This is an optimization exercise on Yosys and OpenROAD, whose aim is small area, a short achievable clock period and few clock cycles, not a production implementation.
The RTL was checked by simulation tests, not by an equivalence proof against the original design.
Power figures rest on the tool's default switching activity, not on a simulated workload.

==> ember: inputs <==
==> flow/design.v (excerpt) <==
module intq_mm (
    input  wire        clk,
    input  wire        rst,           
    input  wire        start,
    input  wire [2:0]  mode,          
    input  wire [15:0] rows,
    input  wire [15:0] cols,
    input  wire [31:0] src0,          
    input  wire [31:0] src1,          
    input  wire [31:0] bias_base,     
    input  wire [31:0] out_base,      
    input  wire [31:0] thr_base,      
    input  wire [15:0] thr_stride,
    input  wire [7:0]  z_a,
    input  wire [7:0]  z_out,
    input  wire [31:0] fold_m,
    input  wire [7:0]  fold_n,
    output wire        busy,
    output reg         done,
    output wire [31:0] result,
    output wire        mem_req,
    output wire        mem_we,
    output wire [31:0] mem_addr,
    output wire [31:0] mem_wdata,
    output wire [3:0]  mem_wstrb,
    input  wire        mem_gnt,
    input  wire        mem_rvalid,
    input  wire [31:0] mem_rdata
);
export LEC_CHECK = 0
export CAP_MARGIN = 20
export CORE_MARGIN = 2
export CORE_UTILIZATION = 40
export PLACE_DENSITY = 0.6
export SLEW_MARGIN = 20
create_clock -name core_clock -period 16.0 [get_ports {clk}]
run.sh (not shown) runs the stock make flow with config.mk's settings and CLKGATE_MAP_FILE= SYNTH_SCRIPT=/design/flow/synth_recipe.tcl, a recipe that flattens the netlist after the stock synthesis.
==> inputs of umber, as changes to ember <==
--- a/flow/design.v
+++ b/flow/design.v
@@ -64,11 +64,10 @@
     reg [15:0] k;                  
     reg [15:0] kr;                 
     reg        kz;                 
     reg [15:0] klast;              
     reg [15:0] dofs;               
-    reg [15:0] kd;                 
     reg [15:0] rr;                 
     reg [2:0]  tk;                 
     reg        tl;                 
     reg [5:0]  wq0, wq1;           
     reg [1:0]  x1;                 
@@ -77,11 +76,11 @@
     reg        rq_claim;           
     reg [1:0]  wph;
     reg [7:0]  wb0, wb1;
     reg         pl_v, pl_we, pl_swp;
     reg [2:0]   pl_sel;
-    reg [31:2]  pl_aa;             
+    reg [15:0]  pl_off;
     reg [TGW-1:0] pl_tag;
     reg [7:0]   pl_byte;
     reg        rq_v, rq_we;
     reg        sk_v, sk_we;        
     reg [31:2] sk_a;
@@ -132,16 +131,17 @@
     wire        rq_free = !rq_v || mem_gnt;
     wire        pl_take = pl_v && !sk_v && (pl_we || tq_n != 3'd4);
     wire        pl_room = !pl_v || pl_take;
     reg         nx_v, nx_we;
     reg [2:0]   nx_sel;
-    wire [31:2] nx_aa = sb0 + {14'd0, (iph == I_ACT1) ? kd : k};
+    reg [15:0]  nx_off;
     reg [TGW-1:0] nx_tag;
     always @(*) begin
         nx_v   = 1'b0;
         nx_we  = 1'b0;
         nx_sel = P_WA0;
+        nx_off = k;
         nx_tag = {OP_WGT, 11'd0};
         if (state == S_RUN) begin
             if (wph != 2'd0) begin
                 nx_v = 1'b1; nx_we = 1'b1; nx_sel = (wph == 2'd1) ? P_OA0 : P_OA1;
             end else begin
@@ -170,10 +170,11 @@
                         end
                     end
                     I_ACT1: begin
                         nx_v   = !k_last || row_end_ok;
                         nx_sel = P_ACT;
+                        nx_off = k + dofs;
                         nx_tag = {OP_ACT1, pos10, pos11, alo1, ahi1, k_last};
                     end
                     I_THR: begin
                         nx_v   = !(tk_last && thr_lane_last && pair_last) ||
                                  (pr == thr_row && wph == 2'd0);
@@ -189,20 +190,20 @@
     reg  [31:0] ad_a, ad_b;
     always @(*) begin
         case (pl_sel)
             P_WA0:   begin ad_a = {wa0, 2'b00};    ad_b = 32'd4; end
             P_WA1:   begin ad_a = {wa1, 2'b00};    ad_b = 32'd4; end
-            P_ACT:   begin ad_a = {pl_aa, 2'b00};  ad_b = 32'd0; end
+            P_ACT:   begin ad_a = {sb0, 2'b00};    ad_b = {14'd0, pl_off, 2'b00}; end
             P_BIA:   begin ad_a = {bia, 2'b00};    ad_b = 32'd4; end
             P_TW:    begin ad_a = {tw, 2'b00};     ad_b = 32'd4; end
             P_TL:    begin ad_a = {tw, ht, 1'b0};  ad_b = {{14{tinc[17]}}, tinc}; end
             P_OA0:   begin ad_a = oa0;             ad_b = 32'd1; end
             default: begin ad_a = oa1;             ad_b = {16'd0, pinc}; end
         endcase
     end
     wire [31:0] ad_sum  = ad_a + ad_b;
-    wire [31:0] ad_addr = ad_a;
+    wire [31:0] ad_addr = (pl_sel == P_ACT) ? ad_sum : ad_a;
     wire [31:0] rs1_sum = rs1 + (rfirst ? {15'd0, rb} : {14'd0, rb, 1'b0});
     wire [TGW-1:0] t0 = tq[tq_rp];
     wire [2:0]  t0_op  = t0[13:11];
     wire        t0_ln  = t0[10];
     wire        t0_swp = t0[9];
@@ -234,88 +235,28 @@
     reg [TGW-1:0] t1;
     reg [31:0]  d1;
     reg [8:0]   wa_lo, wa_hi, wb_lo, wb_hi;
     wire [2:0]  op1  = t1[13:11];
     wire        act1 = (op1 == OP_ACT0 || op1 == OP_ACT1);
-    function [63:0] mac2cs;
-        input [8:0]  x0, x1;
-        input [15:0] a0, a1;
-        reg   [31:0] v0, v1, v2, v3, v4, v5, v6, v7, v8, v9, v10, v11, v12, v13, v14, v15, v16, v17, v18;
-        reg   [31:0] s0, c0, s1, c1, s2, c2, s3, c3, s4, c4, s5, c5, s6, c6, s7, c7, s8, c8, s9, c9, s10, c10, s11, c11, s12, c12, s13, c13, s14, c14, s15, c15, s16, c16;
-        begin
-            v0 = {16'd0, ({16{x0[0]}} & a0) ^ 16'h8000} << 0;
-            v1 = {16'd0, ({16{x0[1]}} & a0) ^ 16'h8000} << 1;
-            v2 = {16'd0, ({16{x0[2]}} & a0) ^ 16'h8000} << 2;
-            v3 = {16'd0, ({16{x0[3]}} & a0) ^ 16'h8000} << 3;
-            v4 = {16'd0, ({16{x0[4]}} & a0) ^ 16'h8000} << 4;
-            v5 = {16'd0, ({16{x0[5]}} & a0) ^ 16'h8000} << 5;
-            v6 = {16'd0, ({16{x0[6]}} & a0) ^ 16'h8000} << 6;
-            v7 = {16'd0, ({16{x0[7]}} & a0) ^ 16'h8000} << 7;
-            v8 = {16'd0, ({16{x0[8]}} & a0) ^ 16'h7fff} << 8;
-            v9 = {16'd0, ({16{x1[0]}} & a1) ^ 16'h8000} << 0;
-            v10 = {16'd0, ({16{x1[1]}} & a1) ^ 16'h8000} << 1;
-            v11 = {16'd0, ({16{x1[2]}} & a1) ^ 16'h8000} << 2;
-            v12 = {16'd0, ({16{x1[3]}} & a1) ^ 16'h8000} << 3;
-            v13 = {16'd0, ({16{x1[4]}} & a1) ^ 16'h8000} << 4;
-            v14 = {16'd0, ({16{x1[5]}} & a1) ^ 16'h8000} << 5;
-            v15 = {16'd0, ({16{x1[6]}} & a1) ^ 16'h8000} << 6;
-            v16 = {16'd0, ({16{x1[7]}} & a1) ^ 16'h8000} << 7;
-            v17 = {16'd0, ({16{x1[8]}} & a1) ^ 16'h7fff} << 8;
-            v18 = 32'hfe01_0200;    
-            s0 = v0 ^ v1 ^ v2;
-            c0 = ((v0 & v1) | (v0 & v2) | (v1 & v2)) << 1;
-            s1 = v3 ^ v4 ^ v5;
-            c1 = ((v3 & v4) | (v3 & v5) | (v4 & v5)) << 1;
-            s2 = v6 ^ v7 ^ v8;
-            c2 = ((v6 & v7) | (v6 & v8) | (v7 & v8)) << 1;
-            s3 = v9 ^ v10 ^ v11;
-            c3 = ((v9 & v10) | (v9 & v11) | (v10 & v11)) << 1;
-            s4 = v12 ^ v13 ^ v14;
-            c4 = ((v12 & v13) | (v12 & v14) | (v13 & v14)) << 1;
-            s5 = v15 ^ v16 ^ v17;
-            c5 = ((v15 & v16) | (v15 & v17) | (v16 & v17)) << 1;
-            s6 = s0 ^ c0 ^ s1;
-            c6 = ((s0 & c0) | (s0 & s1) | (c0 & s1)) << 1;
-            s7 = c1 ^ s2 ^ c2;
-            c7 = ((c1 & s2) | (c1 & c2) | (s2 & c2)) << 1;
-            s8 = s3 ^ c3 ^ s4;
-            c8 = ((s3 & c3) | (s3 & s4) | (c3 & s4)) << 1;
-            s9 = c4 ^ s5 ^ c5;
-            c9 = ((c4 & s5) | (c4 & c5) | (s5 & c5)) << 1;
-            s10 = s6 ^ c6 ^ s7;
-            c10 = ((s6 & c6) | (s6 & s7) | (c6 & s7)) << 1;
-            s11 = c7 ^ s8 ^ c8;
-            c11 = ((c7 & s8) | (c7 & c8) | (s8 & c8)) << 1;
-            s12 = s9 ^ c9 ^ v18;
-            c12 = ((s9 & c9) | (s9 & v18) | (c9 & v18)) << 1;
-            s13 = s10 ^ c10 ^ s11;
-            c13 = ((s10 & c10) | (s10 & s11) | (c10 & s11)) << 1;
-            s14 = c11 ^ s12 ^ c12;
-            c14 = ((c11 & s12) | (c11 & c12) | (s12 & c12)) << 1;
-            s15 = s13 ^ c13 ^ s14;
-            c15 = ((s13 & c13) | (s13 & s14) | (c13 & s14)) << 1;
-            s16 = s15 ^ c15 ^ c14;
-            c16 = ((s15 & c15) | (s15 & c14) | (c15 & c14)) << 1;
-            mac2cs = {s16, c16};
-        end
-    endfunction
-    wire [63:0] csa = mac2cs(wa_lo, wa_hi, d1[15:0], d1[31:16]);
-    wire [63:0] csb = mac2cs(wb_lo, wb_hi, d1[15:0], d1[31:16]);
+    wire signed [24:0] pal = $signed(wa_lo) * $signed(d1[15:0]);
+    wire signed [24:0] pah = $signed(wa_hi) * $signed(d1[31:16]);
+    wire signed [24:0] pbl = $signed(wb_lo) * $signed(d1[15:0]);
+    wire signed [24:0] pbh = $signed(wb_hi) * $signed(d1[31:16]);
     reg         v2;
     reg [TGW-1:0] t2;
-    reg [31:0]  sa_s, sa_c, sb_s, sb_c;    
+    reg [24:0]  pal2, pah2, pbl2, pbh2;
     wire [2:0]  op2   = t2[13:11];
     wire        ln2   = t2[10];
     wire        last2 = t2[0];
-    wire [31:0] d2    = {sb_s[15:0], sa_s[15:0]};
+    wire [31:0] d2    = {pah2[15:0], pal2[15:0]};
     reg [31:0]  a00, a01, a10, a11;    
     reg         f0, f1;                
     reg [3:0]   lv0, lv1;
     reg         xfer;                  
     wire        j2 = (op2 == OP_ACT1);
-    wire [31:0] a0n = (j2 ? a01 : a00) + sa_s + sa_c;
-    wire [31:0] a1n = (j2 ? a11 : a10) + sb_s + sb_c;
+    wire [31:0] a0n = (j2 ? a01 : a00) + {{7{pal2[24]}}, pal2} + {{7{pah2[24]}}, pah2};
+    wire [31:0] a1n = (j2 ? a11 : a10) + {{7{pbl2[24]}}, pbl2} + {{7{pbh2[24]}}, pbh2};
     wire [3:0]  kmax = k2 ? 4'd3 : 4'd15;
     wire [3:0]  p2   = t2[6:3];
     wire [3:0]  p2h  = p2 + 4'd1;
     wire        vlo2 = t2[2];
     wire        vhi2 = t2[1];
@@ -424,11 +365,10 @@
             end
             S_SET: begin
                 klast <= ({1'b0, n_cols} + {16'd0, h0a} - 17'd1) >> 1;
                 kr    <= ({1'b0, n_cols} + {16'd0, h0a} - 17'd1) >> 1;
                 dofs  <= ({1'b0, n_cols} + {16'd0, h0a}) >> 1;
-                kd    <= ({1'b0, n_cols} + {16'd0, h0a}) >> 1;
                 oa1   <= ad_sum;
                 pinc  <= 16'd1;
                 tinc  <= tinc - (k2 ? 18'd4 : 18'd28);
                 state <= S_RUN;
             end
@@ -482,11 +422,11 @@
         if (rv) tq_rp <= tq_rp + 2'd1;
         if (plan) begin
             pl_v    <= 1'b1;
             pl_we   <= nx_we;
             pl_sel  <= nx_sel;
-            pl_aa   <= nx_aa;
+            pl_off  <= nx_off;
             pl_tag  <= nx_tag;
             pl_byte <= (wph == 2'd1) ? wb0 : wb1;
             pl_swp  <= !nx_we && iph == I_BIAS0 && swp;
             if (nx_we) begin
                 wph <= (wph == 2'd1) ? 2'd2 : 2'd0;
@@ -522,11 +462,10 @@
                         else                   iph <= I_ACT1;
                     end
                     I_ACT1: begin
                         if (k_last) begin
                             k   <= 16'd0;
-                            kd  <= dofs;
                             kz  <= 1'b1;
                             kr  <= klast;
                             if (pol) begin
                                 iph <= I_THR;
                                 wq0 <= wq0 + 6'd2 + {{4{wdelta[1]}}, wdelta};
@@ -541,11 +480,10 @@
                                 wq1 <= win8 ? {4'b0010, x1n} : {3'b010, x1n, 1'b0};
                                 iph <= pair_last ? I_DONE : I_BIAS0;
                             end
                         end else begin
                             k   <= k1;
-                            kd  <= kd + 16'd1;
                             kz  <= 1'b0;
                             kr  <= kr - 16'd1;
                             wq0 <= wq0 + 6'd2;
                             wq1 <= wq1 + 6'd2;
                             iph <= I_ACT0;
@@ -586,14 +524,14 @@
             else       win0 <= {mem_rdata, win0[47:32]};
         end
         if (rv && t0_op == OP_BIAS && t0_swp) win0 <= win1;
         v2  <= v1;
         t2  <= t1;
-        sa_s <= act1 ? csa[63:32] : {16'd0, d1[15:0]};
-        sa_c <= act1 ? csa[31:0]  : 32'd0;
-        sb_s <= act1 ? csb[63:32] : {16'd0, d1[31:16]};
-        sb_c <= act1 ? csb[31:0]  : 32'd0;
+        pal2 <= act1 ? pal : {9'd0, d1[15:0]};
+        pah2 <= act1 ? pah : {9'd0, d1[31:16]};
+        pbl2 <= pbl;
+        pbh2 <= pbh;
         xfer <= v2 && last2 && (op2 == OP_BIAS || op2 == OP_ACT1) && !pol;
         if (v2) begin
             case (op2)
                 OP_BIAS: begin
                     if (ln2) begin a10 <= d2; a11 <= d2; end
==> run notes <==
item	umber	ember
Outcome	timing/DRC/antenna clean	timing/DRC/antenna clean
IR Drop Worst-Case VDD	0.217 mV	0.246 mV
Initial antenna violation count	41	24
Cell area reported after detailed placement	0.110 mm^2	0.107 mm^2
Required time at the endpoint of the critical path	16600 ps	16560 ps
Internal power consumption	12.8 mW	11.6 mW
Mean number of vias per cell	5.70	5.60
Proportion of cell area occupied by multi-input gates	52.5%	50.6%
Number of ordinary and repair buffers in the finished layout	536	519
Timing-limited maximum frequency	145 MHz	160 MHz
Power spent charging and discharging nets	10.9 mW	9.15 mW
Crit-path max FO	44	69
Starting Density	40.3%	40.3%
Nets@finish	12200	11900
Layout non-clock buf frac	4.35%	4.32%
Met2 global-route usage	36.9%	36.5%
Min cycle time layout	6890 ps	6240 ps
Testbench counts of ember, summed over its fixed seeds: cycles 75,596.
Testbench counts of umber, summed over its fixed seeds: cycles 75,596.

-- separate check: timing with driven ports --
Ports are ideal in the flow. The routed layouts listed here were re-timed in OpenROAD.
Step 1 sets driving cells, clkbuf_16 on the clock port and buf_2 on the other inputs (assumed; they add their load-dependent delay and slew).
Step 2 times the ports against the registers' clock, not the clock port: input delays grow and output delays shrink by t, the midpoint of the rising clock arrivals with the driver on.
a / b / c = ideal ports / drivers / drivers and shift; a / b = the first two.
run | t (ns) | setup WS [ns] | worst hold slack (ns) | slew at the worst register clock pin (ns) | worst data-port slew with drivers (ns)
ember | 0.924 | 9.761 / 9.761 / 9.761 | 0.299 / 0.299 / 0.299 | 0.07 / 0.07 | 0.18
umber | 0.932 | 9.106 / 9.106 / 9.106 | 0.324 / 0.324 / 0.324 | 0.07 / 0.07 | 0.17
After both steps setup and hold are still met in every run listed.
